Source: an optimization exercise on an open RTL-to-GDS flow (aim: small area, a short achievable clock period and few clock cycles). Production flows keep margins and buffers that such runs may drop.
Only simulation tests tie the RTL to the original design; equivalence was not proved.
Power is estimated from default activity; no workload was simulated.

`design/flow/design.v`:
```
`timescale 1ns/1ps
module symcodec_rx (
    input  wire        clk,
    input  wire        rst,
    input  wire        in_valid,
    output wire        in_ready,
    input  wire [63:0] in_data,     
    input  wire [3:0]  in_groups,   
    input  wire        in_last,     
    output reg         out_valid,
    output reg  [7:0]  out_byte,
    output reg  [2:0]  out_kind,    
    output reg         done,
    output wire [1:0]  res,         
    output wire [3:0]  cause,       
    output wire        chkmis,
    output wire [15:0] clean_bits,
    output wire [15:0] n_bytes,
    output wire [31:0] pre,
    output wire [15:0] len,
    output wire [7:0]  stored_chk,
    output wire [7:0]  calc_chk,
    output wire [15:0] bad_index,
    output wire [5:0]  bad_win
);
    localparam [2:0] K_PRE = 3'd0, K_LEN = 3'd1, K_PAY = 3'd2, K_CHK = 3'd3, K_TRAIL = 3'd4;
    function [3:0] nib6;
        input [5:0] c;
        begin
            nib6[3] = c[5];
            nib6[2] = (c[5] & c[3] & ~c[0]) | (c[4] & ~c[2] & ~c[1]) | (c[4] & ~c[0]);
            nib6[1] = (~c[5] & ~c[3] & c[0]) | (c[5] & ~c[3] & ~c[0]) |
                      (c[5] & ~c[2] & ~c[1]) | (c[4] & c[3] & ~c[0]);
            nib6[0] = c[5] ^ c[4] ^ c[1];
        end
    endfunction
    function one3;
        input [2:0] v;
        one3 = (v[0] & ~v[1] & ~v[2]) | (~v[0] & v[1] & ~v[2]) | (~v[0] & ~v[1] & v[2]);
    endfunction
    function two3;
        input [2:0] v;
        two3 = (v[0] & v[1] & ~v[2]) | (v[0] & ~v[1] & v[2]) | (~v[0] & v[1] & v[2]);
    endfunction
    function mapped6;
        input [5:0] c;
        mapped6 = (one3(c[5:3]) & two3(c[2:0]) & ~(c[3] & c[1] & c[0])) |
                  (two3(c[5:3]) & one3(c[2:0]) & ~(c[5] & c[4] & c[2]));
    endfunction
    function [6:0] therm3;
        input [2:0] v;
        begin
            therm3[0] = v[2] | v[1] | v[0];
            therm3[1] = v[2] | v[1];
            therm3[2] = v[2] | (v[1] & v[0]);
            therm3[3] = v[2];
            therm3[4] = v[2] & (v[1] | v[0]);
            therm3[5] = v[2] & v[1];
            therm3[6] = v[2] & v[1] & v[0];
        end
    endfunction
    function [2:0] ones4;
        input [3:0] c;
        begin
            ones4[2] = &c;
            ones4[1] = ((c[0] & c[1]) | (c[0] & c[2]) | (c[0] & c[3]) |
                        (c[1] & c[2]) | (c[1] & c[3]) | (c[2] & c[3])) & ~(&c);
            ones4[0] = ^c;
        end
    endfunction
    function [5:0] rev6;
        input [5:0] v;
        rev6 = {v[0], v[1], v[2], v[3], v[4], v[5]};
    endfunction
    function [7:0] join4;
        input [3:0] a;
        input [2:0] na;
        input [3:0] b;
        integer i;
        begin
            for (i = 0; i < 8; i = i + 1)
                join4[i] = (i < na) ? a[i] : (i - na < 4) ? b[i - na] : 1'b0;
        end
    endfunction
    assign in_ready = 1'b1;
    integer k, j;
    reg [3:0] s1_qb [0:1];   
    reg [2:0] s1_qn [0:1];   
    reg       s1_last;
    reg [7:0] cl_in;
    reg [1:0] pb [0:3];      
    reg [3:0] qb [0:1];      
    reg [2:0] qn [0:1];
    always @(*) begin
        for (k = 0; k < 8; k = k + 1)
            cl_in[k] = in_valid && (in_groups > k) &&
                       ((in_data[8*k +: 8] == 8'h00) || (in_data[8*k +: 8] == 8'hFF));
        for (k = 0; k < 4; k = k + 1) begin
            pb[k][0] = cl_in[2*k] ? in_data[16*k] : in_data[16*k+8];
            pb[k][1] = in_data[16*k+8];
        end
        for (k = 0; k < 2; k = k + 1) begin
            qb[k][0] = (cl_in[4*k] | cl_in[4*k+1]) ? pb[2*k][0] : pb[2*k+1][0];
            qb[k][1] = (cl_in[4*k] & cl_in[4*k+1]) ? pb[2*k][1] :
                       (cl_in[4*k] | cl_in[4*k+1]) ? pb[2*k+1][0] : pb[2*k+1][1];
            qb[k][2] = (cl_in[4*k] & cl_in[4*k+1]) ? pb[2*k+1][0] : pb[2*k+1][1];
            qb[k][3] = pb[2*k+1][1];
            qn[k]    = ones4(cl_in[4*k +: 4]);
        end
    end
    always @(posedge clk) begin
        s1_qb[0] <= qb[0];
        s1_qb[1] <= qb[1];
        if (rst) begin
            s1_qn[0] <= 3'd0;
            s1_qn[1] <= 3'd0;
            s1_last  <= 1'b0;
        end else begin
            s1_qn[0] <= qn[0];
            s1_qn[1] <= qn[1];
            s1_last  <= in_valid && in_last;
        end
    end
    reg [7:0] s2_c;          
    reg [3:0] s2_n;          
    reg       s2_rp;         
    reg [2:0] s2_rq;         
    reg       s2_v0;         
    reg       s2_v1;         
    reg       s2_last;
    reg       left_p;        
    reg [2:0] left_q;        
    function [5:0] left_oh;
        input       p;
        input [2:0] q;
        integer l;
        begin
            for (l = 0; l < 6; l = l + 1)
                left_oh[l] = (p == l[0]) && q[l % 3];
        end
    endfunction
    wire [3:0] n_cmp = {1'b0, s1_qn[0]} + {1'b0, s1_qn[1]};
    wire [5:0] lo    = left_oh(left_p, left_q);
    wire [8:1] n_ge;
    assign n_ge[1] = n_cmp != 4'd0;
    assign n_ge[2] = n_cmp[3] | n_cmp[2] | n_cmp[1];
    assign n_ge[3] = n_cmp[3] | n_cmp[2] | (n_cmp[1] & n_cmp[0]);
    assign n_ge[4] = n_cmp[3] | n_cmp[2];
    assign n_ge[5] = n_cmp[3] | (n_cmp[2] & (n_cmp[1] | n_cmp[0]));
    assign n_ge[6] = n_cmp[3] | (n_cmp[2] & n_cmp[1]);
    assign n_ge[7] = n_cmp[3] | (n_cmp[2] & n_cmp[1] & n_cmp[0]);
    assign n_ge[8] = n_cmp[3];
    wire tot6  = (lo[0] & n_ge[6]) | (lo[1] & n_ge[5]) | (lo[2] & n_ge[4]) |
                 (lo[3] & n_ge[3]) | (lo[4] & n_ge[2]) | (lo[5] & n_ge[1]);
    wire tot12 = (lo[4] & n_ge[8]) | (lo[5] & n_ge[7]);
    wire [2:0] n_m3;
    assign n_m3[0] = (n_cmp == 4'd0) | (n_cmp == 4'd3) | (n_cmp == 4'd6);
    assign n_m3[1] = (n_cmp == 4'd1) | (n_cmp == 4'd4) | (n_cmp == 4'd7);
    assign n_m3[2] = (n_cmp == 4'd2) | (n_cmp == 4'd5) | (n_cmp == 4'd8);
    wire [2:0] q_nx;
    assign q_nx[0] = (left_q[0] & n_m3[0]) | (left_q[1] & n_m3[2]) | (left_q[2] & n_m3[1]);
    assign q_nx[1] = (left_q[0] & n_m3[1]) | (left_q[1] & n_m3[0]) | (left_q[2] & n_m3[2]);
    assign q_nx[2] = (left_q[0] & n_m3[2]) | (left_q[1] & n_m3[1]) | (left_q[2] & n_m3[0]);
    wire [6:0] q0_more = therm3(s1_qn[0]);
    wire [7:0] c_join  = ({4'd0, s1_qb[0] & q0_more[3:0]}) | ({4'd0, s1_qb[1]} << s1_qn[0]);
    always @(posedge clk) begin
        s2_c  <= c_join;
        s2_rp <= left_p;
        s2_rq <= left_q;
        if (rst) begin
            s2_n    <= 4'd0;
            s2_v0   <= 1'b0;
            s2_v1   <= 1'b0;
            s2_last <= 1'b0;
            left_p  <= 1'b0;
            left_q  <= 3'b001;
        end else begin
            s2_n    <= n_cmp;
            s2_v0   <= tot6;
            s2_v1   <= tot12;
            s2_last <= s1_last;
            left_p  <= !s1_last && (left_p ^ n_cmp[0]);
            left_q  <= s1_last ? 3'b001 : q_nx;
        end
    end
    reg [4:0] acc;           
    reg [11:0] s3_w;         
    reg        s3_g0;        
    reg        s3_b0;        
    reg        s3_g1;        
    reg        s3_b1;        
    reg [3:0]  s3_n;         
    reg        s3_last;
    wire [5:0]  ro     = left_oh(s2_rp, s2_rq);
    wire [2:0]  r_bin  = {ro[4] | ro[5], ro[2] | ro[3], ro[1] | ro[3] | ro[5]};
    wire [4:0]  r_more = {ro[5], ro[5] | ro[4], ro[5] | ro[4] | ro[3],
                          ro[5] | ro[4] | ro[3] | ro[2], !ro[0]};
    wire [12:0] seq    = ({8'd0, acc & r_more}) | ({5'd0, s2_c} << r_bin);
    wire       m0  = mapped6(seq[5:0]);
    wire       m1  = mapped6(seq[11:6]);
    always @(posedge clk) begin
        acc  <= s2_v1 ? {4'd0, seq[12]} : s2_v0 ? seq[10:6] : seq[4:0];
        s3_w <= seq[11:0];
        if (rst) begin
            s3_g0   <= 1'b0;
            s3_b0   <= 1'b0;
            s3_g1   <= 1'b0;
            s3_b1   <= 1'b0;
            s3_n    <= 4'd0;
            s3_last <= 1'b0;
        end else begin
            s3_g0   <= s2_v0 &&  m0;
            s3_b0   <= s2_v0 && !m0;
            s3_g1   <= s2_v1 && m0 &&  m1;
            s3_b1   <= s2_v1 && m0 && !m1;
            s3_n    <= s2_n;
            s3_last <= s2_last;
        end
    end
    reg        aborted;
    reg        have_low;
    reg [3:0]  low_nib;
    reg [12:0] byte_cnt;
    reg        bc_small;     
    reg [15:0] clean_cnt;
    reg [31:0] pre_r;
    reg [15:0] len_r;
    reg [7:0]  xor_r;
    reg [7:0]  stored_r;
    reg        nok_r;        
    reg        mis_r;        
    reg        c0_r;         
    reg        chk_r;
    reg         fresh;
    wire        ab_b    = aborted  && !fresh;
    wire        hl_b    = have_low && !fresh;
    wire [12:0] byte_inc  = byte_cnt + 13'd1;
    wire [4:0]  clean_lo  = {1'b0, clean_cnt[3:0]} + {1'b0, s3_n};
    wire [11:0] clean_hi1 = clean_cnt[15:4] + 12'd1;
    wire [15:0] clean_sum = {clean_lo[4] ? clean_hi1 : clean_cnt[15:4], clean_lo[3:0]};
    wire [7:0]  x_b     = fresh ? 8'd0  : xor_r;
    wire        gc_b    = !nok_r && !fresh;      
    wire [5:0] w0 = s3_w[5:0];
    wire [5:0] w1 = s3_w[11:6];
    wire [3:0] d0 = nib6(w0);
    wire [3:0] d1 = nib6(w1);
    wire g0   = s3_g0 && !ab_b;
    wire g1   = s3_g1 && !ab_b;
    wire bad0 = s3_b0 && !ab_b;
    wire bad1 = s3_b1 && !ab_b;
    wire bad  = bad0 || bad1;
    wire       byte_go  = hl_b ? g0 : g1;
    wire [5:0] bad_win_nx = bad0 ? rev6(w0) : rev6(w1);
    wire [7:0] new_byte = hl_b ? {d0[3:0], low_nib} : {d1[3:0], d0[3:0]};
    wire        ge6     = !bc_small || (byte_cnt[2:1] == 2'd3);
    wire        at_pre  = fresh || (bc_small && !byte_cnt[2]);
    wire        at_len  = !fresh && bc_small && (byte_cnt[2:1] == 2'd2);
    wire [5:0]  at_idx;
    assign at_idx[0] = fresh || (bc_small && byte_cnt[2:0] == 3'd0);
    generate
        genvar gi;
        for (gi = 1; gi < 6; gi = gi + 1) begin : g_idx
            assign at_idx[gi] = !fresh && bc_small && byte_cnt[2:0] == gi;
        end
    endgenerate
    wire        at_chk  = !fresh && nok_r && ge6 && chk_r;
    reg  [2:0]  kind;
    always @(*) begin
        if (at_pre)      kind = K_PRE;
        else if (at_len) kind = K_LEN;
        else if (gc_b)   kind = K_TRAIL;
        else if (at_chk) kind = K_CHK;
        else             kind = K_PAY;
    end
    wire ab_nx = ab_b || bad;
    wire gc_nx = gc_b || (byte_go && at_chk);
    wire clr   = s3_last && (ab_nx || !gc_nx);
    wire [7:0] wr_byte = clr ? 8'd0 : new_byte;
    wire       mis_nx  = clr ? 1'b0 : (byte_go && at_chk) ? (new_byte != x_b) : mis_r;
    always @(posedge clk) begin
        if (clr || (byte_go && at_idx[0]))    pre_r[7:0]   <= wr_byte;
        if (clr || (byte_go && at_idx[1]))    pre_r[15:8]  <= wr_byte;
        if (clr || (byte_go && at_idx[2]))    pre_r[23:16] <= wr_byte;
        if (clr || (byte_go && at_idx[3]))    pre_r[31:24] <= wr_byte;
        if (clr || (byte_go && at_idx[4]))    len_r[7:0]   <= wr_byte;
        if (clr || (byte_go && at_idx[5]))    len_r[15:8]  <= wr_byte;
        if (clr || (byte_go && at_chk))        stored_r     <= wr_byte;
        out_byte <= new_byte;
        out_kind <= kind;
        if (bad)
            low_nib <= bad_win_nx[5:2];
        else if (g0 && !(hl_b ^ g1))
            low_nib <= g1 ? d1[3:0] : d0[3:0];
        if (bad)
            chk_r <= bad_win_nx[1];
        else if (byte_go)
            chk_r <= at_idx[5] ? (new_byte == 8'd0 && len_r[7:0] == 8'd0) :
                                 ({3'd0, byte_cnt} == len_r + 16'd5);
        aborted   <= ab_nx;
        have_low  <= hl_b ^ g0 ^ g1;
        byte_cnt  <= fresh ? {12'd0, byte_go} : byte_go ? byte_inc : byte_cnt;
        bc_small  <= bad ? bad_win_nx[0] :
                     fresh || (bc_small && !(byte_go && byte_cnt[2:0] == 3'd7));
        clean_cnt <= fresh ? {12'd0, s3_n} : clean_sum;
        if (clr)
            xor_r <= 8'd0;
        else if (byte_go && kind <= K_PAY)
            xor_r <= x_b ^ new_byte;
        else
            xor_r <= x_b;
        nok_r     <= ab_nx || !gc_nx;
        mis_r     <= mis_nx;
        c0_r      <= (!ab_nx && !gc_nx) || mis_nx;
        fresh <= rst || s3_last;
        if (rst) begin
            out_valid <= 1'b0;
            done      <= 1'b0;
        end else begin
            out_valid <= byte_go;
            done      <= s3_last;
        end
    end
    assign res        = {nok_r, 1'b1};
    assign cause      = {1'b0, nok_r, mis_r, c0_r};
    assign chkmis     = mis_r;
    assign clean_bits = clean_cnt;
    assign n_bytes    = {3'd0, byte_cnt};
    assign pre        = pre_r;
    assign len        = len_r;
    assign stored_chk = stored_r;
    assign calc_chk   = xor_r;
    assign bad_index  = {2'd0, byte_cnt, have_low};
    assign bad_win    = {low_nib, chk_r, bc_small};
endmodule
```
`design/flow/flow/run.sh`:
```
#!/bin/bash
# Standard ORFS layout (standard.sh: the standard flow's synthesis, floorplan, place, CTS,
# route, finish) with two changes:
#  - the buffers that buffer_ports puts on every input and output port are
#    sky130_fd_sc_hd__buf_1 cells instead of the default pick;
#  - clock tree synthesis builds the tree from clkbuf_4/clkbuf_8 cells and
#    adds no dummy loads to even out the tree.
# The full make output goes to standard.log in this folder; each ORFS step's
# own log stays under orfs/logs/.
set -euo pipefail
export BUFFER_PORTS_ARGS="-buffer_cell sky130_fd_sc_hd__buf_1"
export CTS_ARGS="-sink_clustering_enable -repair_clock_nets -buf_list {sky130_fd_sc_hd__clkbuf_4 sky130_fd_sc_hd__clkbuf_8} -dont_use_dummy_load"
bash standard.sh > standard.log 2>&1
```
`design/flow/standard.sh`:
```
#!/bin/bash
# synth_recipe.tcl (not shown) runs the flow's synth.tcl, then flattens the netlist and writes it again
# the make line also repeats each setting of config.mk as NAME=value (left out here)
make -C /OpenROAD-flow-scripts/flow DESIGN_CONFIG=/design/flow/config.mk WORK_HOME=/design/flow/orfs CLKGATE_MAP_FILE= SYNTH_SCRIPT=/design/flow/synth_recipe.tcl "${@:-finish}"
```
`design/flow/config.mk`:
```
export PLATFORM = sky130hd
export DESIGN_NAME = symcodec_rx
export DESIGN_NICKNAME = symcodec_rx
export VERILOG_FILES = /design/flow/design.v
export SDC_FILE = /design/flow/constraint.sdc
export NUM_CORES = 4
export LEC_CHECK = 0
export ABC_AREA = 1
export CAP_MARGIN = 20
export CORE_MARGIN = 2
export CORE_UTILIZATION = 55
export SETUP_SLACK_MARGIN = 2.7
export SLEW_MARGIN = 20
```
`design/flow/constraint.sdc`:
```
create_clock -name core_clock -period 5.0 [get_ports {clk}]
set_input_delay 1.0000 -clock core_clock [delete_from_list [all_inputs] [get_ports {clk}]]
set_output_delay 1.0000 -clock core_clock [all_outputs]
set_load 0.01 [all_outputs]
```
==> reports/qor.yml, run 1 <==
global_route:
  gr-total-overflow: 0
  grt_antenna_before_repair: 0
  grt_pass1_wl_mm: 34.2
  grt_pass1_vias: 7257
  grt_max_degree: 30
  grt_usage_pct: 23.8
synth:
  synth_edf_count: 62
  syn_inst: 1157
  synth_top_area_share_pct: 26.1
  synthTopCellsByArea: "dfxtp_1 26%, edfxtp_1 20%, nand2_1 10%"
  synthDistinctLibCells: 53
  synth_top_flop_cell: "dfxtp_1"
  synth.avg_cell_area_um2: 7.96
  ys_seq_area_share_pct: 46.3
  syn_area_mm2: 0.00922
  ys_ff_latch: 182
  async_reset_ff_share_pct: 0
  yosysWarnings: 6
  yosysTopAreaCell: "dfxtp_1"
sta:
  finalSetupTns_ns: 0
  relSlewSlack_pct: 41.2
  rsz0062_at_grt: "yes"
  setup_violations: 0
  min_period_ns: 2.19
  clock_skew_ns: 0.0430
  tightest_slew_ns: 0.882
  period_share_pct: 43.8
  hold_viol: 0
  fmax_mhz: 457
  slew_violations: 0
die:
  die_w_um: 133
  io_pins: 211
  die_area_mm2: 0.0178
  initial_core_util_pct: 56.0
  core_mm2: 0.0165
  die-height_um: 133
  std_cell_rows: 47
clock_network:
  cts_tree: "yes"
  cts.sinks: 182
  clockRootBuffer: "clkbuf_8"
  path_clk_slew_ns: 0.06
  cts_inserted_buffers: 17
  clk_latency_ns: 0.47
  cts.hold.buffers_added: 0
  clockBufferDepth: 2
  h-tree-depth: 4
drt:
  drcViolationCount: 0
  met2_length_mm: 10.3
  top_layer: "met4"
  wl_met1_mm: 9.21
  drt-initial-drc-count: 434
  vias: 7983
  wl_per_cell_um: 13.3
  post_drt_via_cell_ratio: 5.09
  routed_wl_mm: 20.9
  drt_pass1_iterations: 5
  ant_nets: 0
  met3_length_um: 924
placement:
  gp_congestion: 0.810
  place_inst: 1536
  hpwl_mm: 16.2
  portBuffers: 202
cells_and_area:
  fin_cells: 1567
  drive_above_1_share_pct: 10.2
  fin_nets: 1445
  n_antenna_cell: 0
  final_common_cell: "nand2_1"
  syn_to_final_growth_pct: 14.5
  final_cell_mix: "241 x nand2_1, 201 x buf_1, 144 x inv_1, 114 x dfxtp_1, 90 x nor2_1"
setup_path:
  crit_type: "reg2out"
  end_kind: "output pin"
  required_ns: 4.00
  slowest_delay_ns: 0.51
  path_max_fanout: 8
  crit_chain: "buf_1"
  critPathSlowestCell: "edfxtp_1"
  crit_arrival_ns: 1.19
  path_buf_inv: 1
  startpoint_type: "register"
  path_delay_family: "flip-flops"
  rrSetupSlack_ns: 2.84
flow_run:
  drv_cap: 0
power_and_ir_drop:
  vdd_ir_drop_max_uv: 151
  leakagePower_nw: 4.40
  pwr_density_cell_mw_per_mm2: 234
outcome:
  outcome: "finished clean"
min_path:
  hold_class: "reg2reg"
-- through the flow --
step / hold WS, ns / total power, mW / utilization, % / area, um2 / setup slack [ns]
final: 0.390 / 2.47 / 64.1 / 10500 / 2.81
after global routing: 0.425 / 2.58 / 64.1 / 10500 / 2.70
after CTS: 0.390 / 2.49 / 62.8 / 10300 / 2.71
after detailed placement: 0.393 / 1.76 / 60.3 / 9940 / 2.02
after global placement: 0.391 / 1.76 / 60.3 / 9940 / 2.10
after floorplan: 0.387 / 1.70 / - / 9240 / 2.76
-- report_power, final --
part           switching [mW]  internal [mW]
sequential             0.0160           1.55
combinational           0.114         0.0578
clock                   0.434          0.301
-- path summary, 6_finish.rpt --
kind,startpoint,to,cells after the start
max,byte_cnt[0]$_DFFE_PP_,bad_index[1],1
min,s2_n[1]$_SDFF_PP0_,s3_n[1]$_SDFF_PP0_,2
max reg2reg,s1_qn[0][1]$_SDFF_PP0_,s2_v0$_SDFF_PP0_,9
min reg2reg,s2_n[1]$_SDFF_PP0_,s3_n[1]$_SDFF_PP0_,2
-- synth_stat cells (22+ instances only) --
cell / count
buf_4: 30
nand2_1: 245
nor2_1: 104
dfxtp_1: 120
nand3_1: 73
nand4_1: 30
o21ai_0: 73
edfxtp_1: 62
inv_1: 145
nor3_1: 23
a21oi_1: 50
ha_1: 22
-- flip-flops by register name, summed over array words and instances, names as in the netlist, 3 cells and up --
| signal | flops |
|---|---|
| xor_r | 8 |
| out_byte | 8 |
| s2_n | 4 |
| s3_n | 4 |
| len_r | 16 |
| stored_r | 8 |
| s1_qb | 8 |
| s1_qn | 6 |
| s2_c | 8 |
| acc | 5 |
| pre_r | 32 |
| out_kind | 3 |
| left_q | 3 |
| low_nib | 4 |
| s2_rq | 3 |
| byte_cnt | 13 |
| s3_w | 12 |
| clean_cnt | 16 |
-- metal layers --
metal / up-vias / GRT usage [%]
li1: 4168 / -
met5: - / 0
met4: 0 / 8.10
met3: 26 / 3.42
met2: 187 / 41.5
met1: 3602 / 30.4
-- tightest hold or removal path, delay by kind of cell (launching register included) --
kind	cells	cell delay, ns
flops	1	0.29
simple gates	1	0.03
buf+inv	1	0.04
-- kinds of logic after synthesis --
family                     after synthesis  synth area share [%]
AOI/OAI and AO/OA                      165                  9.86
xor gates and xnor gates                26                  2.47
adders and majority gates               24                  3.42
buffers and inverters                  208                  10.2
DFF                                    182                  46.3
muxes                                    1                 0.109
other                                    2                0.0815
and+or+nand+nor                        549                  27.6
-- cell type report --
type                            count  area [um2]
Tap cell                          220         275
Multi-Input combinational cell    774        4280
Clock buffer                       17         234
Sequential cell                   182        4270
Timing Repair Buffer              217         880
Fill cell                        1541        5920
Inverter                          157         608
-- repair_timing --
item                                    CTS  global route
endpoints found under the setup margin  136           134
buffers inserted                          2            11
gates resized for setup                  47            35
gates cloned                              1             0
pin swaps                                 1             6
Testbench counts, summed over its fixed seeds: cycles 15,365.
==> run 2, diff against run 1 <==
==> design/flow/flow/run.sh (replaced) <==
#!/bin/bash
# Standard ORFS layout (standard.sh: the standard flow's synthesis, floorplan, place, CTS,
# route, finish) with two changes:
#  - the buffers that buffer_ports puts on every input and output port are
#    sky130_fd_sc_hd__buf_1 cells instead of the default pick;
#  - clock tree synthesis builds the tree from clkbuf_8/clkbuf_16 cells and
#    adds no dummy loads to even out the tree.
# The full make output goes to standard.log in this folder; each ORFS step's
# own log stays under orfs/logs/.
set -euo pipefail
export BUFFER_PORTS_ARGS="-buffer_cell sky130_fd_sc_hd__buf_1"
export CTS_ARGS="-sink_clustering_enable -repair_clock_nets -buf_list {sky130_fd_sc_hd__clkbuf_8 sky130_fd_sc_hd__clkbuf_16} -dont_use_dummy_load"
bash standard.sh > standard.log 2>&1
--- a/design/flow/config.mk
+++ b/design/flow/config.mk
@@ -8,6 +8,6 @@
 export ABC_AREA = 1
 export CAP_MARGIN = 20
 export CORE_MARGIN = 2
-export CORE_UTILIZATION = 55
+export CORE_UTILIZATION = 50
 export SETUP_SLACK_MARGIN = 2.7
 export SLEW_MARGIN = 20
==> reports/qor.yml, run 2 <==
synth:
  synthTopCellsByArea: "dfxtp_1 26%, edfxtp_1 20%, nand2_1 10%"
  synth_most_common_cell: "nand2_1"
  synth_top_area_share_pct: 26.1
  syn_inst: 1157
  async_reset_ff_share_pct: 0
  syn_area_mm2: 0.00922
  synthDistinctLibCells: 53
  synth_edf_count: 62
  yosysWarnings: 6
  synth.avg_cell_area_um2: 7.96
  ys_seq_area_share_pct: 46.3
  ys_ff_latch: 182
  yosysTopAreaCell: "dfxtp_1"
  synthTopCellsByCount: "245 x nand2_1, 145 x inv_1, 120 x dfxtp_1, 104 x nor2_1"
  synth_top_flop_cell: "dfxtp_1"
power_and_ir_drop:
  vdd_ir_drop_max_uv: 263
  total_power_mw: 2.82
  comb_power_share_pct: 6.1
  swShare_pct: 22.0
  leakagePower_nw: 4.43
  p_clk_share_pct: 38.3
  pwr_density_cell_mw_per_mm2: 264
  power_frac_seq_pct: 55.6
  intPower_mw: 2.20
  switchingPower_mw: 0.621
global_route:
  gr-total-overflow: 0
  grt_usage_pct: 22.3
  grt_max_degree: 30
  grt_antenna_before_repair: 0
  grt_pass1_wl_mm: 35.3
  grt_pass1_vias: 7320
sta:
  finalSetupTns_ns: 0
  setup_violations: 0
  setup_ws_ns: 2.80
  relSlewSlack_pct: 40.3
  period_share_pct: 44.0
  fmax_mhz: 455
  slew_violations: 0
  hold_ws_ns: 0.403
  clock_skew_ns: 0.0244
  rsz0062_at_grt: "yes"
  min_period_ns: 2.20
  tightest_slew_ns: 0.895
  hold_viol: 0
drt:
  routed_wl_mm: 21.8
  post_drt_via_cell_ratio: 5.10
  ant_nets: 0
  wl_per_cell_um: 13.9
  drt-initial-drc-count: 434
  vias: 8027
  drt_pass1_iterations: 5
  drcViolationCount: 0
setup_path:
  reg2regPathDepth: 11
  rrSetupSlack_ns: 2.84
  regToRegEndpoint: "pre_r[9]$_DFFE_PP_"
  critPathSlowestCell: "edfxtp_1"
  required_ns: 4.00
  slowest_delay_ns: 0.46
  crit_chain: "buf_4 -> buf_1"
  end_kind: "output pin"
  startpoint_type: "register"
  r2r-start: "fresh$_DFF_P_"
  crit_type: "reg2out"
  crit_arrival_ns: 1.20
  path_max_fanout: 3
cells_and_area:
  drive_above_1_share_pct: 9.89
  regArea_mm2: 0.00428
  fin_nets: 1443
  fin_area_mm2: 0.0107
  reg_top3: "pre_r: 32 flops, clean_cnt: 16 flops, len_r: 16 flops"
  fillers: 1712
  syn_to_final_growth_pct: 16.1
  final_common_cell: "nand2_1"
  multiInputGateArea_mm2: 0.00424
  n_antenna_cell: 0
  regMostFlops: "pre_r"
  largest_reg_flops: 32
  final_cell_mix: "242 x nand2_1, 202 x buf_1, 142 x inv_1, 114 x dfxtp_1, 90 x nor2_1"
die:
  core_mm2: 0.0180
  die_area_mm2: 0.0195
  die_w_um: 140
  io_pins: 211
  initial_core_util_pct: 51.1
  std_cell_rows: 49
  die-height_um: 140
clock_network:
  clk_latency_ns: 0.44
  cts.hold.buffers_added: 0
  h-tree-depth: 4
  cts_tree: "yes"
  cts_inserted_buffers: 17
  cts.sinks: 182
  clockBufferDepth: 2
  path_clk_slew_ns: 0.07
  clockRootBuffer: "clkbuf_16"
outcome:
  outcome: "finished clean"
min_path:
  hold_depth: 2
  hold_path.startpoint: "s2_n[0]$_SDFF_PP0_"
  holdPathEnd: "s3_n[0]$_SDFF_PP0_"
  hold_class: "reg2reg"
placement:
  gp_congestion: 0.807
  dpl-instance-area_mm2: 0.00995
  post-place-ws_ns: 1.87
  portBuffers: 202
  hpwl_mm: 16.8
flow_run:
  drv_cap: 0
==> run 2: power by group through the flow <==
stage	Sequential (mW)	Combinational, mW	Clock [mW]
4_1_cts	1.57	0.169	1.10
5_1_grt	1.57	0.197	1.17
2_1_floorplan	1.60	0.104	0
3_5_place_dp	1.60	0.163	0
6_report	1.57	0.173	1.08
3_3_place_gp	1.60	0.161	0
==> run 2: how the worst max path moves through the flow <==
| stage | cells past startpoint | end | from | slack, ns |
|---|---|---|---|---|
| 2_1_floorplan | 10 | left_q[1]$_SDFF_PP0_ | s1_qn[0][0]$_SDFF_PP0_ | 2.76 |
| 6_report | 2 | len[0] | len_r[0]$_DFFE_PP_ | 2.80 |
| 3_5_place_dp | 7 | pre_r[2]$_DFFE_PP_ | fresh$_DFF_P_ | 1.87 |
| 4_1_cts | 10 | left_q[1]$_SDFF_PP0_ | s1_qn[0][0]$_SDFF_PP0_ | 2.70 |
| 3_3_place_gp | 7 | pre_r[2]$_DFFE_PP_ | fresh$_DFF_P_ | 2.00 |
| 5_1_grt | 12 | s1_qn[1][0]$_SDFF_PP0_ | in_valid | 2.69 |
==> run 2: logic make-up after synthesis <==
kind of cell	count (synthesis)	share of synthesized area (%)
buffers and inverters	208	10.2
AND/OR/NAND/NOR	549	27.6
XOR/XNOR	26	2.47
other	2	0.0815
flip-flops	182	46.3
adder cells (fa/ha/maj)	24	3.42
multiplexers	1	0.109
AO/OA/AOI/OAI	165	9.86
==> run 2: repair_timing <==
item,4_1_cts,5_1_grt
gates cloned,0,2
setup buffers,3,6
resized for setup,33,43
pin swaps,1,4
endpoints found under the setup margin,140,137
==> run 2: layout make-up <==
class                           instances  share of cell area (%)
Timing Repair inverter                  1                  0.0819
Tap cell                              229                    2.68
Clock buffer                           17                    3.98
Sequential cell                       182                    40.0
Multi-Input combinational cell        774                    39.6
Inverter                              157                    5.75
Timing Repair Buffer                  214                    7.93
==> run 2: metrics by stage <==
stage | util [%] | instances
after CTS | 58.3 | 1566
after global routing | 59.4 | 1574
after floorplan | - | 1163
after global placement | 55.2 | 1546
final | 59.4 | 1574
after detailed placement | 55.2 | 1546
==> run 2: layer usage <==
layer	global-route usage, %	wire (um)
met1	28.8	9690
met2	38.4	10700
met3	3.79	1140
met4	6.53	327
met5	0	0
==> run 2: critical path, delay by kind of cell (launching register included) <==
kind,cells,cell delay (ns)
DFF,1,0.46
buffers and inverters,2,0.31
==> run 3, diff against run 2 <==
--- a/design/flow/design.v
+++ b/design/flow/design.v
@@ -68,6 +68,23 @@
             ones4[0] = ^c;
         end
     endfunction
+    function eq_sum;
+        input [15:0] x;
+        input [15:0] k;
+        input [15:0] z;
+        integer i;
+        reg c;
+        reg ok;
+        begin
+            ok = 1'b1;
+            c = 1'b0;
+            for (i = 0; i < 16; i = i + 1) begin
+                ok = ok & (z[i] == (x[i] ^ k[i] ^ c));
+                c = (x[i] & k[i]) | ((x[i] | k[i]) & ~z[i]);
+            end
+            eq_sum = ok & ~c;
+        end
+    endfunction
     function [5:0] rev6;
         input [5:0] v;
         rev6 = {v[0], v[1], v[2], v[3], v[4], v[5]};
@@ -295,7 +312,7 @@
             chk_r <= bad_win_nx[1];
         else if (byte_go)
             chk_r <= at_idx[5] ? (new_byte == 8'd0 && len_r[7:0] == 8'd0) :
-                                 ({3'd0, byte_cnt} == len_r + 16'd5);
+                                 eq_sum(len_r, 16'd5, {3'd0, byte_cnt});
         aborted   <= ab_nx;
         have_low  <= hl_b ^ g0 ^ g1;
         byte_cnt  <= fresh ? {12'd0, byte_go} : byte_go ? byte_inc : byte_cnt;
==> design/flow/flow/run.sh (replaced) <==
#!/bin/bash
# Standard ORFS layout (standard.sh: the standard flow's synthesis, floorplan, place, CTS,
# route, finish) with two changes:
#  - the buffers that buffer_ports puts on every input and output port are
#    sky130_fd_sc_hd__buf_1 cells instead of the default pick;
#  - clock tree synthesis builds the tree from clkbuf_4/clkbuf_8 cells and
#    adds no dummy loads to even out the tree.
# The full make output goes to standard.log in this folder; each ORFS step's
# own log stays under orfs/logs/.
set -euo pipefail
export BUFFER_PORTS_ARGS="-buffer_cell sky130_fd_sc_hd__buf_1"
export CTS_ARGS="-sink_clustering_enable -repair_clock_nets -buf_list {sky130_fd_sc_hd__clkbuf_4 sky130_fd_sc_hd__clkbuf_8} -dont_use_dummy_load"
bash standard.sh > standard.log 2>&1
==> reports/qor.yml, run 3 <==
placement:
  gp_congestion: 0.865
  hpwl_mm: 16.3
  portBuffers: 202
  post-place-ws_ns: 2.05
power_and_ir_drop:
  total_power_mw: 2.47
  vdd_ir_drop_max_uv: 148
  leakagePower_nw: 4.28
  pwr_density_cell_mw_per_mm2: 240
cells_and_area:
  regArea_mm2: 0.00427
  fin_nets: 1390
  reg_top3: "pre_r: 32 flops, clean_cnt: 16 flops, len_r: 16 flops"
  final_cell_mix: "220 x nand2_1, 202 x buf_1, 145 x inv_1, 117 x dfxtp_1, 84 x nor2_1"
  regMostFlops: "pre_r"
  drive_above_1_share_pct: 7.89
  multiInputGateArea_mm2: 0.00395
  largest_reg_flops: 32
  fillers: 1606
  n_antenna_cell: 0
  final_util_pct: 59.7
  syn_to_final_growth_pct: 16.7
  final_common_cell: "nand2_1"
setup_path:
  r2r-start: "fresh$_DFF_P_"
  critPathSlowestCell: "dfxtp_2"
  end_kind: "register"
  required_ns: 5.21
  crit_chain: "buf_8 -> clkinvlp_4 -> buf_12 -> nand2_4 -> nor2_1 -> nand2_1 -> nand3_2 -> nor2_4 -> nand2_4 -> nand2_2 -> nand3_4 -> nand2_4 -> o41ai_4 -> buf_4"
  slowest_delay_ns: 0.35
  path_max_fanout: 8
  crit_type: "reg2reg"
  path_buf_inv: 4
  startpoint_type: "register"
  startpoint: "fresh$_DFF_P_"
  crit_arrival_ns: 2.40
  path_delay_family: "simple AND/OR/NAND/NOR gates"
  crit_top_cell: "nand2_4"
drt:
  drt-initial-drc-count: 424
  ant_nets: 0
  drt_pass1_iterations: 5
  vias: 7877
  met3_length_mm: 1.21
  met2_length_mm: 10.6
  post_drt_via_cell_ratio: 5.19
  drcViolationCount: 0
  wl_met1_mm: 9.40
  wl_per_cell_um: 14.1
  top_layer: "met4"
  routed_wl_mm: 21.5
synth:
  synth_edf_count: 62
  synth_top_flop_cell: "dfxtp_1"
  synthTopCellsByCount: "231 x nand2_1, 149 x inv_1, 120 x dfxtp_1, 93 x nor2_1, 81 x nand3_1"
  synth.avg_cell_area_um2: 8.04
  synthTopCellsByArea: "dfxtp_1 27%, edfxtp_1 21%, nand2_1 9.8%"
  synth_top_area_share_pct: 27.3
  yosysTopAreaCell: "dfxtp_1"
  synth_most_common_cell: "nand2_1"
  synthDistinctLibCells: 47
  yosysWarnings: 6
  ys_ff_latch: 182
  ys_seq_area_share_pct: 48.4
  async_reset_ff_share_pct: 0
  syn_inst: 1096
  syn_area_mm2: 0.00881
die:
  io_pins: 211
  initial_core_util_pct: 51.1
  std_cell_rows: 48
  die-height_um: 137
  core_mm2: 0.0172
  die_w_um: 137
  die_area_mm2: 0.0187
global_route:
  grt_pass1_vias: 7049
  grt_antenna_before_repair: 0
  grt_usage_pct: 22.9
  grt_max_degree: 32
  gr-total-overflow: 0
  grt_pass1_wl_mm: 33.7
clock_network:
  clockBufferDepth: 2
  clockRootBuffer: "clkbuf_8"
  cts_inserted_buffers: 17
  path_clk_slew_ns: 0.08
  cts_tree: "yes"
  h-tree-depth: 4
  clk_latency_ns: 0.47
  cts.sinks: 182
sta:
  relSlewSlack_pct: 48.4
  slew_violations: 0
  hold_viol: 0
  min_period_ns: 2.19
  rsz0062_at_grt: "yes"
  setup_violations: 0
  period_share_pct: 43.8
  fmax_mhz: 457
  clock_skew_ns: 0.0449
  tightest_slew_ns: 0.774
  hold_ws_ns: 0.367
  setup_ws_ns: 2.81
  finalSetupTns_ns: 0
outcome:
  outcome: "finished clean"
flow_run:
  drv_cap: 0
min_path:
  hold_class: "reg2reg"
  hold_path.startpoint: "left_q[1]$_SDFF_PP0_"
==> run 3: changes by cell type after synthesis, sizes merged, moves of 4 or more <==
cell	before	now
nor4	17	21
o21ai	79	83
a21oi	50	56
xor2	15	10
nor3	25	16
o21a	1	7
nand2	269	236
xnor2	11	6
a31oi	8	3
o22ai	6	11
nor2	111	97
nand4	31	24
==> run 3: power by group <==
group / internal (mW) / switching, mW
registers: 1.55 / 0.0134
clock network: 0.301 / 0.435
logic: 0.0635 / 0.110
total: 1.91 / 0.558
==> run 3: logic make-up after synthesis <==
family	count (synthesis)	share of synthesized area, %
AND/OR/NAND/NOR	483	24.1
buffers and inverters	201	10.2
AO/OA/AOI/OAI	188	12.1
flip-flops	182	48.4
adder cells (fa/ha/maj)	23	3.44
XOR/XNOR	16	1.59
other	2	0.0852
multiplexers	1	0.114
==> run 3: metrics by stage <==
step / cell area, um2 / std cells
after floorplan: 8840 / 1102
after global placement: 9590 / 1485
after detailed placement: 9590 / 1485
after CTS: 10100 / 1509
after global routing: 10300 / 1518
final: 10300 / 1518
==> run 3: final cells by class <==
type | instances | area share (%)
sequential | 182 | 41.5
tap | 225 | 2.74
multi-input combinational | 720 | 38.4
inverter | 154 | 5.75
clock buffer | 17 | 2.28
timing repair buffer | 220 | 9.30
==> run 3: final timing paths <==
path         slack (ns)  cells after the start            endpoint
max                2.81                     14  pre_r[8]$_DFFE_PP_
min reg2reg        0.37                      0    s2_rq[1]$_DFF_P_
min                0.37                      0    s2_rq[1]$_DFF_P_
max reg2reg        2.81                     14  pre_r[8]$_DFFE_PP_
==> run 3: routing by layer <==
metal | track usage (%) | up-vias
li1 | - | 4033
met1 | 29.4 | 3586
met2 | 39.9 | 233
met3 | 4.52 | 25
met4 | 5.32 | 0
met5 | 0 | -
==> run 3: timing repair <==
action / CTS / global route
gates resized for setup: 50 / 36
buffers inserted: 5 / 8
pin swaps: 4 / 9
gates cloned: 2 / 1
endpoints found under the setup margin: 134 / 138
hold endpoints to repair: 0 / 0
hold buffers: 0 / 0
Testbench counts of run 3, summed over its fixed seeds: cycles 15,365.
==> run 4, diff against run 3 <==
--- a/design/flow/config.mk
+++ b/design/flow/config.mk
@@ -5,7 +5,6 @@
 export SDC_FILE = /design/flow/constraint.sdc
 export NUM_CORES = 4
 export LEC_CHECK = 0
-export ABC_AREA = 1
 export CAP_MARGIN = 20
 export CORE_MARGIN = 2
 export CORE_UTILIZATION = 50
==> reports/qor.yml, run 4 <==
outcome:
  outcome: "finished clean"
synth:
  synthDistinctLibCells: 82
  yosysTopAreaCell: "dfxtp_1"
  synth.avg_cell_area_um2: 9.48
  ys_ff_latch: 182
  synthTopCellsByCount: "120 x dfxtp_1, 107 x nor2_1, 66 x nand2_1, 62 x edfxtp_1, 56 x a21oi_1"
  syn_inst: 956
  syn_area_mm2: 0.00906
  ys_seq_area_share_pct: 47.0
  synth-compound-area-share_pct: 14.2
  synthSimpleGateAreaFrac_pct: 20.3
  synth_top_area_share_pct: 26.5
  synth_top_family_by_area: "simple AND/OR/NAND/NOR gates"
  muxShareOfSynthArea_pct: 3.34
  synth-xor-area-share_pct: 5.51
  synthTopCellsByArea: "dfxtp_1 27%, edfxtp_1 21%, nor2_1 4.4%"
  synth_edf_count: 62
  synth_top_flop_cell: "dfxtp_1"
  synth_adder_area_share_pct: 3.45
  synth_most_common_cell: "dfxtp_1"
  yosysWarnings: 6
  async_reset_ff_share_pct: 0
cells_and_area:
  final_common_cell: "buf_1"
  largest_reg_flops: 32
  n_antenna_cell: 0
  syn_to_final_growth_pct: 17.3
  final_util_pct: 59.4
  fillers: 1604
  drive_above_1_share_pct: 13.4
  reg_top3: "pre_r: 32 flops, clean_cnt: 16 flops, len_r: 16 flops"
  regMostFlops: "pre_r"
  final_cell_mix: "202 x buf_1, 106 x dfxtp_1, 100 x nor2_1, 65 x nand2_1, 62 x edfxtp_1"
  multiInputGateArea_mm2: 0.00457
  fin_nets: 1252
  regArea_mm2: 0.00430
die:
  io_pins: 211
  std_cell_rows: 49
  die-height_um: 139
  die_w_um: 139
  die_area_mm2: 0.0192
  initial_core_util_pct: 50.6
  core_mm2: 0.0179
sta:
  rsz0062_at_grt: "yes"
  slew_violations: 0
  setup_violations: 0
  setup_ws_ns: 2.68
  fmax_mhz: 431
  clock_skew_ns: 0.0530
  tightest_slew_ns: 0.705
  min_period_ns: 2.32
  finalSetupTns_ns: 0
  period_share_pct: 46.4
  hold_viol: 0
  relSlewSlack_pct: 52.7
min_path:
  hold_path.startpoint: "left_q[1]$_SDFF_PP0_"
  hold_class: "reg2reg"
global_route:
  gr-total-overflow: 0
  grt_antenna_before_repair: 0
  grt_max_degree: 49
  grt_pass1_vias: 6876
  grt_usage_pct: 22.1
  grt_pass1_wl_mm: 34.6
setup_path:
  regToRegEndpoint: "chk_r$_DFFE_PP_"
  r2r-start: "byte_cnt[1]$_SDFFE_PP0P_"
  crit_arrival_ns: 2.60
  rrSetupSlack_ns: 2.68
  crit_path_end: "chk_r$_DFFE_PP_"
  startpoint_type: "register"
  reg2regPathDepth: 8
  startpoint: "byte_cnt[1]$_SDFFE_PP0P_"
  path_max_fanout: 9
  required_ns: 5.27
  end_kind: "register"
  crit_type: "reg2reg"
drt:
  drt_pass1_iterations: 5
  drt-initial-drc-count: 419
  ant_nets: 0
  wl_per_cell_um: 15.8
  routed_wl_mm: 21.9
  drcViolationCount: 0
  post_drt_via_cell_ratio: 5.49
  vias: 7593
placement:
  portBuffers: 202
  post-place-ws_ns: 1.91
  hpwl_mm: 15.9
  gp_congestion: 0.893
clock_network:
  clockRootBuffer: "clkbuf_8"
  cts_tree: "yes"
  h-tree-depth: 4
  cts.hold.buffers_added: 0
  cts_inserted_buffers: 17
  clockBufferDepth: 2
  path_clk_slew_ns: 0.08
  clk_latency_ns: 0.47
  cts.sinks: 182
flow_run:
  drv_cap: 0
power_and_ir_drop:
  vdd_ir_drop_max_uv: 178
  pwr_density_cell_mw_per_mm2: 231
  leakagePower_nw: 3.84
-- run 4: cell count changes after synthesis, moves of 16 or more --
cell,change
nand2_1,-165
xnor2_1,+24
nand2b_1,+16
nor2b_1,+25
inv_1,-108
o21ai_0,-36
xor2_1,+17
nand3_1,-72
-- run 4: cell type report --
cell class	instances	area share, %
clock buffer	17	2.20
timing repair buffer	241	10.1
tap	229	2.69
multi-input combinational	672	43.0
sequential	182	40.5
inverter	43	1.54
-- run 4: logic make-up after synthesis --
family                     count (synthesis)
AOI/OAI and AO/OA                        194
other                                      2
xor gates and xnor gates                  57
buffers and inverters                    108
DFF                                      182
muxes                                     28
adders and majority gates                 24
and+or+nand+nor                          361
-- run 4: worst min-delay path by stage --
stage | depth (start not counted) | end | slack (ns)
floorplan | 0 | s2_rq[2]$_DFF_P_ | 0.33
global placement | 1 | s3_n[2]$_SDFF_PP0_ | 0.42
global route | 0 | s2_rq[1]$_DFF_P_ | 0.42
detailed placement | 0 | s2_rq[1]$_DFF_P_ | 0.42
CTS | 0 | s2_rq[1]$_DFF_P_ | 0.42
finish | 0 | s2_rq[1]$_DFF_P_ | 0.41
-- run 4: metal layers --
| layer | vias up | wire length (um) | track usage [%] | part of all wire [%] |
|---|---|---|---|---|
| met5 | - | 0 | 0 | 0 |
| met4 | 0 | 269 | 5.64 | 1.2 |
| met3 | 18 | 1210 | 4.45 | 5.5 |
| met2 | 225 | 10600 | 36.4 | 48 |
| met1 | 3575 | 9880 | 30.0 | 45 |
| li1 | 3775 | - | - | - |
-- run 4: where the power goes --
part | internal [mW] | leakage (nW) | total, mW | switching, mW
logic | 0.0666 | 2.15 | 0.165 | 0.0986
clock network | 0.301 | 0.122 | 0.734 | 0.433
registers | 1.54 | 1.56 | 1.56 | 0.0178
total | 1.91 | 3.84 | 2.46 | 0.550
-- run 4: per-stage QoR --
stage / hold slack (ns) / total power, mW / cell area, um2 / std cells
2_1_floorplan: 0.329 / 1.69 / 9090 / 962
3_3_place_gp: 0.417 / 1.74 / 9770 / 1330
3_5_place_dp: 0.419 / 1.74 / 9770 / 1331
4_1_cts: 0.416 / 2.47 / 10300 / 1361
5_1_grt: 0.415 / 2.56 / 10600 / 1384
6_report: 0.413 / 2.46 / 10600 / 1384
-- run 4: repair_timing --
action                                  4_1_cts  5_1_grt
buffers inserted                             13       23
pin swaps                                     6       10
endpoints found under the setup margin      142       75
cloned                                        0        0
resized for setup                            51       42
-- run 4: worst max-delay path, stage by stage, from the launching register on --
cell	delay, ns
dfxtp_2	0.38
inv_1	0.15
ha_1	0.20
nand4b_1	0.18
nand3b_1	0.34
nor3_2	0.18
nand4_1	0.11
or4_1	0.45
a22oi_1	0.20
==> run 5, diff against run 4 <==
--- a/design/flow/config.mk
+++ b/design/flow/config.mk
@@ -5,8 +5,10 @@
 export SDC_FILE = /design/flow/constraint.sdc
 export NUM_CORES = 4
 export LEC_CHECK = 0
+export ABC_AREA = 1
 export CAP_MARGIN = 20
 export CORE_MARGIN = 2
 export CORE_UTILIZATION = 50
+export PLACE_DENSITY = 0.8
 export SETUP_SLACK_MARGIN = 2.7
 export SLEW_MARGIN = 20
==> reports/qor.yml, run 5 <==
outcome:
  outcome: "finished clean"
drt:
  drt_pass1_iterations: 5
  drcViolationCount: 0
  wl_per_cell_um: 14.7
  ant_nets: 0
  post_drt_via_cell_ratio: 5.38
  routed_wl_mm: 22.2
  drt-initial-drc-count: 723
  vias: 8130
placement:
  place_inst: 1485
  gp_congestion: 0.919
  post-place-ws_ns: 1.96
  portBuffers: 202
  hpwl_mm: 17.0
synth:
  synthSimpleGateAreaFrac_pct: 24.1
  synth.avg_cell_area_um2: 8.04
  synth_top_family_by_area: "simple AND/OR/NAND/NOR gates"
  yosysWarnings: 6
  syn_area_mm2: 0.00881
  synth_top_flop_cell: "dfxtp_1"
  synth_adder_area_share_pct: 3.44
  synth-compound-area-share_pct: 12.1
  synthTopCellsByCount: "231 x nand2_1, 149 x inv_1, 120 x dfxtp_1, 93 x nor2_1, 81 x nand3_1"
  syn_inst: 1096
  yosysTopAreaCell: "dfxtp_1"
  ys_ff_latch: 182
  muxShareOfSynthArea_pct: 0.114
  synth_top_area_share_pct: 27.3
  synthTopCellsByArea: "dfxtp_1 27%, edfxtp_1 21%, nand2_1 9.8%"
  ys_seq_area_share_pct: 48.4
  async_reset_ff_share_pct: 0
  synthDistinctLibCells: 47
  synth_most_common_cell: "nand2_1"
  synth-xor-area-share_pct: 1.59
  synth_edf_count: 62
setup_path:
  crit_arrival_ns: 2.40
  rrSetupSlack_ns: 2.78
  crit_type: "reg2reg"
  slowest_delay_ns: 0.32
  path_max_fanout: 32
  path_buf_inv: 3
  critPathSlowestCell: "dfxtp_1"
  path_delay_family: "simple AND/OR/NAND/NOR gates"
  path_depth: 13
  regToRegEndpoint: "pre_r[17]$_DFFE_PP_"
  end_kind: "register"
  reg2regPathDepth: 13
  startpoint_type: "register"
  crit_chain: "inv_1 -> buf_12 -> nand2_2 -> nor2_1 -> nand2_1 -> nand3_2 -> nor2_4 -> nand2_2 -> nand2_1 -> nand3_2 -> nand2_4 -> o21ai_0 -> buf_4"
  required_ns: 5.18
  r2r-start: "fresh$_DFF_P_"
clock_network:
  cts.sinks: 182
  clk_latency_ns: 0.48
  cts_inserted_buffers: 17
  h-tree-depth: 4
  cts_tree: "yes"
  clockBufferDepth: 2
  path_clk_slew_ns: 0.09
  clockRootBuffer: "clkbuf_8"
cells_and_area:
  fin_nets: 1382
  largest_reg_flops: 32
  regMostFlops: "pre_r"
  drive_above_1_share_pct: 6.85
  syn_to_final_growth_pct: 14.9
  final_common_cell: "nand2_1"
  reg_top3: "pre_r: 32 flops, clean_cnt: 16 flops, len_r: 16 flops"
  fin_cells: 1510
  final_cell_mix: "221 x nand2_1, 202 x buf_1, 147 x inv_1, 118 x dfxtp_1, 84 x nor2_1"
  n_antenna_cell: 0
sta:
  relSlewSlack_pct: 45.6
  tightest_slew_ns: 0.816
  hold_viol: 0
  rsz0062_at_grt: "yes"
  hold_ws_ns: 0.382
  finalSetupTns_ns: 0
  setup_violations: 0
  fmax_mhz: 450
  period_share_pct: 44.4
  setup_ws_ns: 2.78
  min_period_ns: 2.22
  slew_violations: 0
  clock_skew_ns: 0.0404
die:
  initial_core_util_pct: 51.1
  die_w_um: 137
  die-height_um: 137
  std_cell_rows: 48
  io_pins: 211
  die_area_mm2: 0.0187
  core_mm2: 0.0172
power_and_ir_drop:
  vdd_ir_drop_max_uv: 186
  comb_power_share_pct: 6.6
  swShare_pct: 22.6
  p_clk_share_pct: 29.9
  leakagePower_nw: 4.20
  power_frac_seq_pct: 63.6
  total_power_mw: 2.46
  pwr_density_cell_mw_per_mm2: 243
  intPower_mw: 1.90
  switchingPower_mw: 0.555
global_route:
  gr-total-overflow: 0
  grt_max_degree: 33
  grt_pass1_wl_mm: 35.6
  grt_antenna_before_repair: 0
  grt_pass1_vias: 7421
  grt_usage_pct: 24.2
min_path:
  hold_depth: 0
  hold_path.startpoint: "left_q[0]$_SDFF_PP1_"
  hold_class: "reg2reg"
  holdPathEnd: "s2_rq[0]$_DFF_P_"
flow_run:
  drv_cap: 0
-- run 5: cell types whose count changed after synthesis, sizes merged, moves of 11 or more --
cell,delta
a22oi,-11
clkbuf,-15
inv,+111
mux2,-12
mux2i,-15
nand2,+170
nand2b,-17
nand3,+75
nor2,-13
nor2b,-25
o21ai,+35
or3,-13
xnor2,-24
xor2,-17
-- run 5: power by group through the flow --
stage	clock network [mW]	logic [mW]	registers (mW)
finish	0.734	0.161	1.56
global route	0.806	0.183	1.56
CTS	0.748	0.157	1.56
detailed placement	0	0.150	1.60
global placement	0	0.145	1.60
floorplan	0	0.0927	1.60
-- run 5: how the worst max path moves through the flow --
stage                                   to  slack [ns]          start
global route           pre_r[17]$_DFFE_PP_        2.61  fresh$_DFF_P_
finish                 pre_r[17]$_DFFE_PP_        2.78  fresh$_DFF_P_
CTS                    len_r[10]$_DFFE_PP_        2.70  fresh$_DFF_P_
floorplan           s1_qn[1][1]$_SDFF_PP0_        2.81    in_data[32]
global placement       pre_r[18]$_DFFE_PP_        2.13  fresh$_DFF_P_
detailed placement     pre_r[26]$_DFFE_PP_        1.96  fresh$_DFF_P_
-- run 5: cell type report --
type,count,area [um2]
Fill cell,1478,7110
Tap cell,225,282
Sequential cell,182,4270
Multi-Input combinational cell,720,3910
Inverter,154,588
Timing Repair Buffer,212,850
Clock buffer,17,234
-- run 5: kinds of logic (layout without fill, tap and decap cells) --
| logic type | count (synthesis) | in the layout |
|---|---|---|
| AND/OR/NAND/NOR | 483 | 484 |
| buffers and inverters | 201 | 383 |
| AO/OA/AOI/OAI | 188 | 188 |
| flip-flops | 182 | 182 |
| adder cells (fa/ha/maj) | 23 | 23 |
| XOR/XNOR | 16 | 16 |
| other | 2 | 8 |
| multiplexers | 1 | 1 |
-- run 5: routing by layer --
layer / global-route usage, % / part of all wire (%) / vias up
met2: 42.9 / 51 / 364
met5: 0 / 0 / -
met4: 9.14 / 2.5 / 0
li1: - / - / 3991
met1: 28.7 / 40 / 3720
met3: 4.96 / 7.0 / 55
-- run 5: timing repair --
item	CTS	global route
gates cloned	1	0
gates resized for setup	42	30
setup buffers	1	6
hold buffers	0	0
setup endpoints to repair	133	137
pin swaps	1	9
hold endpoints to repair	0	0
-- run 5: through the flow --
| stage | area [um2] | util (%) |
|---|---|---|
| after detailed placement | 9590 | 55.6 |
| final | 10100 | 58.8 |
| after global routing | 10100 | 58.8 |
| after floorplan | 8840 | - |
| after global placement | 9590 | 55.6 |
| after CTS | 9980 | 57.9 |
==> run 6, diff against run 5 <==
--- a/design/flow/config.mk
+++ b/design/flow/config.mk
@@ -9,6 +9,6 @@
 export CAP_MARGIN = 20
 export CORE_MARGIN = 2
 export CORE_UTILIZATION = 50
-export PLACE_DENSITY = 0.8
+export PLACE_DENSITY = 0.7
 export SETUP_SLACK_MARGIN = 2.7
 export SLEW_MARGIN = 20
==> reports/qor.yml, run 6 <==
cells_and_area:
  fillers: 1587
  reg_top3: "pre_r: 32 flops, clean_cnt: 16 flops, len_r: 16 flops"
  regArea_mm2: 0.00427
  regMostFlops: "pre_r"
  final_util_pct: 59.4
  drive_above_1_share_pct: 8.06
  largest_reg_flops: 32
  final_common_cell: "nand2_1"
  n_antenna_cell: 0
  syn_to_final_growth_pct: 16.2
  fin_cells: 1516
  fin_nets: 1388
  final_cell_mix: "219 x nand2_1, 202 x buf_1, 145 x inv_1, 117 x dfxtp_1, 83 x nor2_1"
  multiInputGateArea_mm2: 0.00394
setup_path:
  crit_type: "reg2out"
  startpoint: "byte_cnt[0]$_DFFE_PP_"
  path_max_fanout: 8
  slowest_delay_ns: 0.57
  path_buf_inv: 1
  path_depth: 1
  regToRegEndpoint: "left_q[2]$_SDFF_PP0_"
  end_kind: "output pin"
  required_ns: 4.00
  critPathSlowestCell: "edfxtp_1"
  crit_chain: "buf_1"
  crit_arrival_ns: 1.20
  startpoint_type: "register"
  reg2regPathDepth: 11
  crit_path_end: "bad_index[1]"
  r2r-start: "s1_qn[0][0]$_SDFF_PP0_"
  rrSetupSlack_ns: 2.82
  path_delay_family: "flip-flops"
drt:
  routed_wl_mm: 21.1
  wl_per_cell_um: 13.9
  drt-initial-drc-count: 486
  drcViolationCount: 0
  vias: 7926
  post_drt_via_cell_ratio: 5.23
  drt_pass1_iterations: 6
  ant_nets: 0
sta:
  min_period_ns: 2.20
  setup_violations: 0
  clock_skew_ns: 0.0508
  fmax_mhz: 454
  hold_ws_ns: 0.373
  period_share_pct: 44.0
  relSlewSlack_pct: 45.3
  finalSetupTns_ns: 0
  tightest_slew_ns: 0.820
  rsz0062_at_grt: "yes"
  slew_violations: 0
  hold_viol: 0
placement:
  place_inst: 1485
  gp_congestion: 0.898
  hpwl_mm: 15.9
  portBuffers: 202
synth:
  synth_top_flop_cell: "dfxtp_1"
  syn_inst: 1096
  ys_ff_latch: 182
  yosysTopAreaCell: "dfxtp_1"
  synth_top_area_share_pct: 27.3
  synth_edf_count: 62
  synth.avg_cell_area_um2: 8.04
  synth_most_common_cell: "nand2_1"
  syn_area_mm2: 0.00881
  yosysWarnings: 6
  synthTopCellsByCount: "231 x nand2_1, 149 x inv_1, 120 x dfxtp_1, 93 x nor2_1, 81 x nand3_1"
  synthTopCellsByArea: "dfxtp_1 27%, edfxtp_1 21%, nand2_1 9.8%"
  synthDistinctLibCells: 47
  ys_seq_area_share_pct: 48.4
  async_reset_ff_share_pct: 0
die:
  core_mm2: 0.0172
  die-height_um: 137
  io_pins: 211
  die_w_um: 137
  std_cell_rows: 48
  initial_core_util_pct: 51.1
  die_area_mm2: 0.0187
flow_run:
  drv_cap: 0
outcome:
  outcome: "finished clean"
power_and_ir_drop:
  switchingPower_mw: 0.552
  comb_power_share_pct: 6.8
  vdd_ir_drop_max_uv: 191
  power_frac_seq_pct: 63.5
  pwr_density_cell_mw_per_mm2: 240
  swShare_pct: 22.4
  leakagePower_nw: 4.25
  p_clk_share_pct: 29.7
  intPower_mw: 1.91
clock_network:
  h-tree-depth: 4
  cts_tree: "yes"
  path_clk_slew_ns: 0.06
  cts.sinks: 182
  clockBufferDepth: 2
  clk_latency_ns: 0.48
  clockRootBuffer: "clkbuf_8"
  cts_inserted_buffers: 17
global_route:
  gr-total-overflow: 0
  grt_max_degree: 23
  grt_usage_pct: 22.5
  grt_pass1_vias: 7029
  grt_pass1_wl_mm: 33.0
  grt_antenna_before_repair: 0
min_path:
  hold_class: "reg2reg"
==> run 6: routing by layer <==
layer  vias up  GRT usage [%]  routed length, um
met1      3586           29.6               9390
met3        34           3.96               1400
met2       294           37.4               9880
met4         0           7.93                420
li1       4012              -                  -
met5         -              0                  0
==> run 6: logic make-up after synthesis <==
group	after synthesis	share of synthesized area, %
buffers and inverters	201	10.2
AOI/OAI and AO/OA	188	12.1
adders and majority gates	23	3.44
DFF	182	48.4
muxes	1	0.114
other	2	0.0852
xor gates and xnor gates	16	1.59
and+or+nand+nor	483	24.1
==> run 6: what timing repair did <==
action | CTS | global route
pin swaps | 4 | 10
endpoints found under the setup margin | 137 | 126
cloned | 2 | 0
hold buffers | 0 | 0
resized for setup | 46 | 37
buffers inserted | 4 | 8
==> run 6: area by class of cell <==
type | count | area share, %
Tap cell | 225 | 2.75
Timing Repair Buffer | 218 | 8.94
Inverter | 154 | 5.84
Clock buffer | 17 | 2.28
Sequential cell | 182 | 41.7
Multi-Input combinational cell | 720 | 38.5
==> run 6: how the worst min path moves through the flow <==
stage,startpoint,end,slack [ns],depth (start not counted)
after global placement,left_q[1]$_SDFF_PP0_,s2_rq[1]$_DFF_P_,0.37,0
after detailed placement,left_q[1]$_SDFF_PP0_,s2_rq[1]$_DFF_P_,0.37,0
after global routing,left_q[1]$_SDFF_PP0_,s2_rq[1]$_DFF_P_,0.38,0
final,left_q[1]$_SDFF_PP0_,s2_rq[1]$_DFF_P_,0.37,0
after CTS,left_q[1]$_SDFF_PP0_,s2_rq[1]$_DFF_P_,0.38,0
after floorplan,left_q[0]$_SDFF_PP1_,s2_rq[0]$_DFF_P_,0.35,0
==> run 6: per-stage QoR <==
step	power (mW)	setup slack [ns]	instance area, um2
global placement	1.74	1.95	9590
floorplan	1.69	2.81	8840
finish	2.46	2.80	10200
detailed placement	1.75	1.76	9590
CTS	2.48	2.71	10000
global route	2.57	2.67	10200
==> run 6: power groups by stage <==
stage / Clock, mW / Sequential, mW / Combinational, mW
final: 0.730 / 1.56 / 0.167
after global routing: 0.813 / 1.56 / 0.190
after CTS: 0.750 / 1.56 / 0.165
after detailed placement: 0 / 1.60 / 0.150
after global placement: 0 / 1.60 / 0.147
after floorplan: 0 / 1.60 / 0.0927
==> run 7, diff against run 6 <==
--- a/design/flow/config.mk
+++ b/design/flow/config.mk
@@ -9,6 +9,6 @@
 export CAP_MARGIN = 20
 export CORE_MARGIN = 2
 export CORE_UTILIZATION = 50
-export PLACE_DENSITY = 0.7
+export GPL_TIMING_DRIVEN = 0
 export SETUP_SLACK_MARGIN = 2.7
 export SLEW_MARGIN = 20
==> reports/qor.yml, run 7 <==
setup_path:
  critPathSlowestCell: "dfxtp_1"
  crit_arrival_ns: 1.21
  rrSetupSlack_ns: 2.85
  path_buf_inv: 2
  required_ns: 4.00
  crit_chain: "buf_4 -> buf_1"
  reg2regPathDepth: 11
  end_kind: "output pin"
  crit_type: "reg2out"
  slowest_delay_ns: 0.44
  regToRegEndpoint: "chk_r$_DFFE_PP_"
  path_delay_family: "flip-flops"
  r2r-start: "byte_cnt[0]$_DFFE_PP_"
  path_max_fanout: 5
  startpoint_type: "register"
placement:
  gp_congestion: 0.904
  post-place-ws_ns: 2.22
  portBuffers: 201
  dpl-instance-area_mm2: 0.00988
  hpwl_mm: 16.4
drt:
  drcViolationCount: 0
  drt_pass1_iterations: 6
  routed_wl_mm: 21.0
  drt-initial-drc-count: 384
  ant_nets: 0
  post_drt_via_cell_ratio: 5.04
  vias: 7826
  wl_per_cell_um: 13.5
sta:
  fmax_mhz: 453
  finalSetupTns_ns: 0
  tightest_slew_ns: 0.714
  setup_ws_ns: 2.79
  relSlewSlack_pct: 51.9
  rsz0062_at_grt: "yes"
  setup_violations: 0
  slew_violations: 0
  period_share_pct: 44.1
  hold_viol: 0
  min_period_ns: 2.21
  clock_skew_ns: 0.0436
power_and_ir_drop:
  pwr_density_cell_mw_per_mm2: 238
  vdd_ir_drop_max_uv: 168
  leakagePower_nw: 4.38
  total_power_mw: 2.46
synth:
  yosysWarnings: 6
  synth_edf_count: 62
  synth_most_common_cell: "nand2_1"
  syn_inst: 1096
  synth_top_area_share_pct: 27.3
  ys_seq_area_share_pct: 48.4
  syn_area_mm2: 0.00881
  synthTopCellsByCount: "231 x nand2_1, 149 x inv_1, 120 x dfxtp_1, 93 x nor2_1, 81 x nand3_1"
  synth_top_flop_cell: "dfxtp_1"
  ys_ff_latch: 182
  yosysTopAreaCell: "dfxtp_1"
  synth.avg_cell_area_um2: 8.04
  synthDistinctLibCells: 47
  synthTopCellsByArea: "dfxtp_1 27%, edfxtp_1 21%, nand2_1 9.8%"
  async_reset_ff_share_pct: 0
clock_network:
  cts_inserted_buffers: 17
  path_clk_slew_ns: 0.07
  clockRootBuffer: "clkbuf_8"
  clockBufferDepth: 2
  cts.sinks: 182
  clk_latency_ns: 0.47
  cts_tree: "yes"
  h-tree-depth: 4
cells_and_area:
  final_cell_mix: "222 x nand2_1, 202 x buf_1, 147 x inv_1, 114 x dfxtp_1, 82 x nor2_1"
  final_util_pct: 60.0
  syn_to_final_growth_pct: 17.4
  n_antenna_cell: 0
  largest_reg_flops: 32
  fillers: 1590
  drive_above_1_share_pct: 9.64
  final_common_cell: "nand2_1"
  reg_top3: "pre_r: 32 flops, clean_cnt: 16 flops, len_r: 16 flops"
  regMostFlops: "pre_r"
  fin_area_mm2: 0.0103
  fin_nets: 1425
global_route:
  gr-total-overflow: 0
  grt_usage_pct: 22.8
  grt_pass1_wl_mm: 33.3
  grt_pass1_vias: 6959
  grt_max_degree: 22
  grt_antenna_before_repair: 0
die:
  die_area_mm2: 0.0187
  die-height_um: 137
  initial_core_util_pct: 51.1
  die_w_um: 137
  std_cell_rows: 48
  core_mm2: 0.0172
  io_pins: 211
min_path:
  hold_path.startpoint: "left_q[1]$_SDFF_PP0_"
  holdPathEnd: "s2_rq[1]$_DFF_P_"
  hold_depth: 0
  hold_class: "reg2reg"
flow_run:
  drv_cap: 0
outcome:
  outcome: "finished clean"
-- run 7: layout make-up --
class                      instances  area [um2]  area share, %
timing repair buffer             209         815           7.87
sequential                       182        4280           41.3
tap                              225         282           2.72
buffer                            47         324           3.13
inverter                         154         578           5.59
clock buffer                      17         234           2.26
multi-input combinational        719        3830           37.1
-- run 7: repair_timing --
action                                 in CTS  in global routing
setup endpoints to repair                 117                127
resized for setup                          17                 42
gates cloned                                0                  0
hold buffers                                0                  0
endpoints found under the hold margin       0                  0
buffers inserted                            1                  7
pin swaps                                   0                  6
-- run 7: through the flow --
step / hold slack, ns / cells
floorplan: 0.351 / 1102
global placement: 0.372 / 1528
detailed placement: 0.362 / 1528
CTS: 0.374 / 1546
global route: 0.380 / 1553
finish: 0.373 / 1553
-- run 7: routing by layer --
layer  track usage (%)  vias up  part of all wire [%]
li1                  -     4095                     -
met1              29.6     3490                    45
met2              39.0      213                    48
met3              4.44       28                   5.2
met4              6.25        0                   1.5
met5                 0        -                     0
-- run 7: how the worst max path moves through the flow --
stage,cells past startpoint,to,from,slack (ns)
detailed placement,11,len_r[2]$_DFFE_PP_,byte_cnt[2]$_SDFFE_PP0P_,2.22
finish,2,bad_win[0],bc_small$_DFF_P_,2.79
global placement,11,len_r[10]$_DFFE_PP_,byte_cnt[2]$_SDFFE_PP0P_,2.20
CTS,11,len_r[12]$_DFFE_PP_,byte_cnt[2]$_SDFFE_PP0P_,2.67
floorplan,8,s1_qn[1][1]$_SDFF_PP0_,in_data[32],2.81
global route,13,xor_r[3]$_SDFF_PP0_,fresh$_DFF_P_,2.68
-- run 7: cells by family after synthesis --
logic type,Yosys count,synth area share (%)
buffers and inverters,201,10.2
AOI/OAI and AO/OA,188,12.1
other,2,0.0852
adders and majority gates,23,3.44
DFF,182,48.4
and+or+nand+nor,483,24.1
xor gates and xnor gates,16,1.59
muxes,1,0.114
-- run 7: power breakdown --
part,internal (mW),leakage (nW),switching (mW)
clock,0.301,0.122,0.437
sequential,1.55,1.56,0.0117
combinational,0.0585,2.70,0.108
total,1.91,4.38,0.557
-- run 7: worst register-to-register path, stage by stage (launching register included) --
cell	delay [ns]
edfxtp_1	0.44
buf_4	0.19
ha_1	0.14
inv_1	0.07
nor3_1	0.44
a21oi_1	0.08
nand2_1	0.09
nor2_1	0.04
nand3_1	0.12
nand2_1	0.07
nor2_1	0.17
a21oi_1	0.06

port drivers added, routing unchanged:
No port has a modelled driver above. Below, the same layouts with a new extraction and two added sets of constraints. Step 1 (the two cells are an assumption about what drives the block):
set clk [get_ports {clk}]
set_driving_cell -lib_cell sky130_fd_sc_hd__clkbuf_16 $clk
set_driving_cell -lib_cell sky130_fd_sc_hd__buf_2 [delete_from_list [all_inputs] $clk]
Step 2 also shifts input and output timing later by t, the mid clock arrival at the registers, as if the neighbouring blocks saw the same clock. Slacks: no drivers / after step 1 / after step 2; pairs: no drivers / after step 1.
run | t (ns) | slack for setup (ns) | worst setup path at the end | worst register clock-pin slew, ns
run 1 | 0.489 | 2.810 / 2.769 / 2.455 | input to register | 0.11 / 0.11
run 2 | 0.471 | 2.802 / 2.756 / 2.434 | input to register | 0.08 / 0.08
run 3 | 0.479 | 2.812 / 2.805 / 2.453 | input to register | 0.11 / 0.11
run 4 | 0.480 | 2.678 / 2.678 / 2.369 | input to register | 0.12 / 0.12
run 5 | 0.492 | 2.779 / 2.779 / 2.483 | input to register | 0.11 / 0.11
run 6 | 0.490 | 2.798 / 2.763 / 2.450 | input to register | 0.11 / 0.11
run 7 | 0.484 | 2.794 / 2.756 / 2.446 | input to register | 0.11 / 0.11
After both steps setup and hold are still met in every run listed. The setup slack of run 2, which loses most, moves by -0.046 ns with the drivers and by -0.368 ns with both steps.
